Background: an optimization exercise with open tools, aiming at small area and few clock cycles. Do not read the settings as production practice. The RTL was checked by simulation tests, not by an equivalence proof against the original design. Power is estimated from default activity; no workload was simulated.

==> flow/design.v (excerpt) <==
module qurv_codec (
    input  wire        clk,
    input  wire        rst,           
    input  wire        step_valid,
    input  wire        step_kind,     
    input  wire [23:0] step_word,
    output reg         done,
    output reg         rdata_valid,
    output reg  [15:0] rdata,
    output wire        tx_valid,
    output wire [7:0]  tx_data,
    input  wire        tx_ready
);
Size: ~1100 flip-flops, roughly 39000 um2 of cells after synthesis.
==> flow/config.mk <==
export PLATFORM = sky130hd
export DESIGN_NAME = qurv_codec
export DESIGN_NICKNAME = qurv_codec
export VERILOG_FILES = /design/flow/design.v
export SDC_FILE = /design/flow/constraint.sdc
export NUM_CORES = 4
export LEC_CHECK = 0
export CAP_MARGIN = 20
export CORE_MARGIN = 2
export CORE_UTILIZATION = 40
export CTS_BUF_LIST = sky130_fd_sc_hd__clkbuf_4 sky130_fd_sc_hd__clkbuf_8
export CTS_CLUSTER_DIAMETER = 50
export CTS_CLUSTER_SIZE = 20
export PLACE_DENSITY = 0.6
export SLEW_MARGIN = 20
==> flow/constraint.sdc <==
create_clock -name core_clock -period 10.0 [get_ports {clk}]
set_input_delay 2.0000 -clock core_clock [delete_from_list [all_inputs] [get_ports {clk}]]
set_output_delay 2.0000 -clock core_clock [all_outputs]
set_load 0.01 [all_outputs]
run.sh (not shown) runs the stock make flow with config.mk's settings and CLKGATE_MAP_FILE= SYNTH_SCRIPT=/design/flow/synth_recipe.tcl, a recipe that flattens the netlist after the stock synthesis.
Testbench counts at the start, summed over its fixed seeds: cycles 56,530.
==> next run, changes <==
==> flow/flow/run.sh (new file) <==
#!/bin/bash
# The standard layout (the standard.sh, all steps) with two changes:
# - the port buffers use the smallest buffer cell instead of the default one;
# - clock tree synthesis adds no dummy loads (the same clustering and buffers
#   as config.mk asks for otherwise).
export BUFFER_PORTS_ARGS="-buffer_cell sky130_fd_sc_hd__buf_1"
export CTS_ARGS="-sink_clustering_enable -repair_clock_nets -sink_clustering_size 20 -sink_clustering_max_diameter 50 -buf_list {sky130_fd_sc_hd__clkbuf_4 sky130_fd_sc_hd__clkbuf_8} -dont_use_dummy_load"
bash standard.sh > standard.log 2>&1
==> flow/standard.sh (new file) <==
#!/bin/bash
# synth_recipe.tcl (not shown) runs the flow's synth.tcl, then flattens the netlist and writes it again
# the make line also repeats each setting of config.mk as NAME=value (left out here)
make -C /OpenROAD-flow-scripts/flow DESIGN_CONFIG=/design/flow/config.mk WORK_HOME=/design/flow/orfs CLKGATE_MAP_FILE= SYNTH_SCRIPT=/design/flow/synth_recipe.tcl "${@:-finish}"
CORE_UTILIZATION = 60   (was 40)
PLACE_DENSITY = 0.75   (was 0.6)
removed: flow/run.sh
- core utilization came out higher by 20 points
- clock skew grows by 48 ps
- design area shrinks by about 5%
- sequential cell count is unchanged
- final cell count is lower by about 11%
==> next run, changes <==
==> flow/run.sh (new file) <==
#!/bin/bash
# synth_recipe.tcl (not shown) runs the flow's synth.tcl, then flattens the netlist and writes it again
# the make line also repeats each setting of config.mk as NAME=value (left out here)
make -C /OpenROAD-flow-scripts/flow DESIGN_CONFIG=/design/flow/config.mk WORK_HOME=/design/flow/orfs CLKGATE_MAP_FILE= SYNTH_SCRIPT=/design/flow/synth_recipe.tcl finish
CTS_CLUSTER_DIAMETER = 40   (was 50)
CTS_CLUSTER_SIZE = 16   (was 20)
removed: flow/flow/run.sh
removed: flow/standard.sh
Effect: Count of clock-buffer cells in the layout goes up by 35; synthesized cell count is unchanged; synthesized area is unchanged; non-clock buffer count drops by 3; cell count goes up by 2.3%; worst hold slack gains 56 ps; sequential cell count does not change; power grows by 9.4%; worst setup slack is worse by 400 ps; register-to-register slack degrades by 580 ps.
==> next run, changes <==
==> flow/flow/run.sh (new file) <==
#!/bin/bash
# The standard layout (the standard.sh, all steps) with two changes:
# - the port buffers use the smallest buffer cell instead of the default one;
# - clock tree synthesis adds no dummy loads (the same clustering and buffers
#   as config.mk asks for otherwise).
export BUFFER_PORTS_ARGS="-buffer_cell sky130_fd_sc_hd__buf_1"
export CTS_ARGS="-sink_clustering_enable -repair_clock_nets -sink_clustering_size 16 -sink_clustering_max_diameter 40 -buf_list {sky130_fd_sc_hd__clkbuf_4 sky130_fd_sc_hd__clkbuf_8} -dont_use_dummy_load"
bash standard.sh > standard.log 2>&1
==> flow/standard.sh (new file) <==
#!/bin/bash
# synth_recipe.tcl (not shown) runs the flow's synth.tcl, then flattens the netlist and writes it again
# the make line also repeats each setting of config.mk as NAME=value (left out here)
make -C /OpenROAD-flow-scripts/flow DESIGN_CONFIG=/design/flow/config.mk WORK_HOME=/design/flow/orfs CLKGATE_MAP_FILE= SYNTH_SCRIPT=/design/flow/synth_recipe.tcl "${@:-finish}"
removed: flow/run.sh
What happened:
- non-clock buffer count came out higher by 3
- sequential power stays flat
- total power came out lower by 5.9%
- die area is unchanged
- final cell count came out lower by 1.6%
- sequential cell count does not change
- sequential share of layout area came out higher by 1.5 points
- final area came out lower by 2.6%


qurv_codec, a different RTL version from the one above (not shown whole).
Size in the first run: roughly 3700 cells after synthesis, roughly 1100 flip-flops, roughly 40000 sq um of cells after synthesis.
clock: 10.0 ns
lec_check: 0
cap_margin: 20
core_margin: 2
core_utilization: 60
cts_buf_list: sky130_fd_sc_hd__clkbuf_4 sky130_fd_sc_hd__clkbuf_8
cts_cluster_diameter: 40
cts_cluster_size: 16
place_density: 0.75
slew_margin: 20
standard.sh (not shown) runs the stock make flow with config.mk's settings and CLKGATE_MAP_FILE= SYNTH_SCRIPT=/design/flow/synth_recipe.tcl, a recipe that flattens the netlist after the stock synthesis.
==> flow/flow/run.sh <==
#!/bin/bash
# The standard layout (the standard.sh, all steps) with two changes:
# - the port buffers use the smallest buffer cell instead of the default one;
# - clock tree synthesis adds no dummy loads (the same clustering and buffers
#   as config.mk asks for otherwise).
export BUFFER_PORTS_ARGS="-buffer_cell sky130_fd_sc_hd__buf_1"
export CTS_ARGS="-sink_clustering_enable -repair_clock_nets -sink_clustering_size 16 -sink_clustering_max_diameter 40 -buf_list {sky130_fd_sc_hd__clkbuf_4 sky130_fd_sc_hd__clkbuf_8} -dont_use_dummy_load"
bash standard.sh > standard.log 2>&1
The baseline passed the timing, DRC and antenna checks.
Testbench counts at the start, summed over its fixed seeds: cycles 56,132.
Then changed:
==> flow/flow/run.sh (replaced) <==
#!/bin/bash
# The standard layout (the standard.sh, all steps), except that the port
# buffers use the smallest buffer cell instead of the default one.
export BUFFER_PORTS_ARGS="-buffer_cell sky130_fd_sc_hd__buf_1"
bash standard.sh > standard.log 2>&1
What happened: Sequential power barely changes. Synthesized cell count is unchanged. Synthesized area stays the same. Hold slack gets better by 0.040 ns. Core utilization rose by 1.5 points. Fmax rose by 1.1%. Wire length rose by 0.56%. Clock power rose by 32%. Power rose by 10%.
Then changed:
==> flow/flow/run.sh (replaced) <==
#!/bin/bash
# The standard layout (the standard.sh, all steps) with two changes:
# - the port buffers use the smallest buffer cell instead of the default one;
# - clock tree synthesis adds no dummy loads (the same clustering and buffers
#   as config.mk asks for otherwise).
export BUFFER_PORTS_ARGS="-buffer_cell sky130_fd_sc_hd__buf_1"
export CTS_ARGS="-sink_clustering_enable -repair_clock_nets -sink_clustering_size 20 -sink_clustering_max_diameter 50 -buf_list {sky130_fd_sc_hd__clkbuf_4 sky130_fd_sc_hd__clkbuf_8} -dont_use_dummy_load"
bash standard.sh > standard.log 2>&1
--- a/flow/config.mk
+++ b/flow/config.mk
@@ -10,6 +10,6 @@
 export CORE_UTILIZATION = 60
 export CTS_BUF_LIST = sky130_fd_sc_hd__clkbuf_4 sky130_fd_sc_hd__clkbuf_8
-export CTS_CLUSTER_DIAMETER = 40
-export CTS_CLUSTER_SIZE = 16
+export CTS_CLUSTER_DIAMETER = 50
+export CTS_CLUSTER_SIZE = 20
 export PLACE_DENSITY = 0.75
 export SLEW_MARGIN = 20
Effect: Design area came out lower by about 3%; total power shrinks by 12%; routed wire length shrinks by 0.85%; clock skew went up by 0.050 ns.
Then changed:
==> flow/run.sh (new file) <==
#!/bin/bash
# synth_recipe.tcl (not shown) runs the flow's synth.tcl, then flattens the netlist and writes it again
# the make line also repeats each setting of config.mk as NAME=value (left out here)
make -C /OpenROAD-flow-scripts/flow DESIGN_CONFIG=/design/flow/config.mk WORK_HOME=/design/flow/orfs CLKGATE_MAP_FILE= SYNTH_SCRIPT=/design/flow/synth_recipe.tcl finish
--- a/flow/config.mk
+++ b/flow/config.mk
@@ -10,6 +10,6 @@
 export CORE_UTILIZATION = 60
 export CTS_BUF_LIST = sky130_fd_sc_hd__clkbuf_4 sky130_fd_sc_hd__clkbuf_8
-export CTS_CLUSTER_DIAMETER = 50
-export CTS_CLUSTER_SIZE = 20
+export CTS_CLUSTER_DIAMETER = 40
+export CTS_CLUSTER_SIZE = 16
 export PLACE_DENSITY = 0.75
 export SLEW_MARGIN = 20
removed: flow/flow/run.sh
removed: flow/standard.sh
The changed run ran to the end with no violations.
Cell area rises by about 4.4%.
Die area does not change.
Wire length rises by 0.47%.
Setup slack is worse by 0.16 ns.
Clock-buffer cell count rises by 43.
Fmax falls by 1.7%.

-- static timing again, ports no longer ideal --
In the flow no input, the clock included, has a driving cell. The finished layouts below were timed again as built, in two steps. Step 1 assumes that a clkbuf_16 drives the clock port and a buf_2 every other input. Step 2 also shifts input and output timing later by t, the mid clock arrival at the registers, as if the neighbouring blocks saw the same clock. a / b / c = no drivers / after step 1 / after step 2; a / b = the first two.
run | shift t [ns] | setup WS [ns] | worst register clock-pin slew, ns
the first run of note 1 | 0.831 | 1.175 / 1.221 / 0.391 | 0.12 / 0.12
the second run of note 1 | 0.760 | 1.098 / 1.030 / 0.804 | 0.12 / 0.12
the third run of note 1 | 0.824 | 0.699 / 0.639 / 0.573 | 0.10 / 0.10
the fourth run of note 1 | 0.794 | 1.050 / 0.986 / 0.706 | 0.10 / 0.10
the first run of note 2 | 0.778 | 1.287 / 1.332 / 0.554 | 0.10 / 0.10
the second run of note 2 | 0.815 | 1.382 / 1.424 / 0.609 | 0.10 / 0.10
the third run of note 2 | 0.760 | 1.261 / 1.301 / 0.541 | 0.12 / 0.12
the fourth run of note 2 | 0.810 | 1.105 / 1.039 / 0.455 | 0.10 / 0.10
After both steps setup and hold are still met in every run listed. The setup slack of the first run of note 1, which loses most, moves by +0.046 ns with the drivers and by -0.784 ns with both steps.
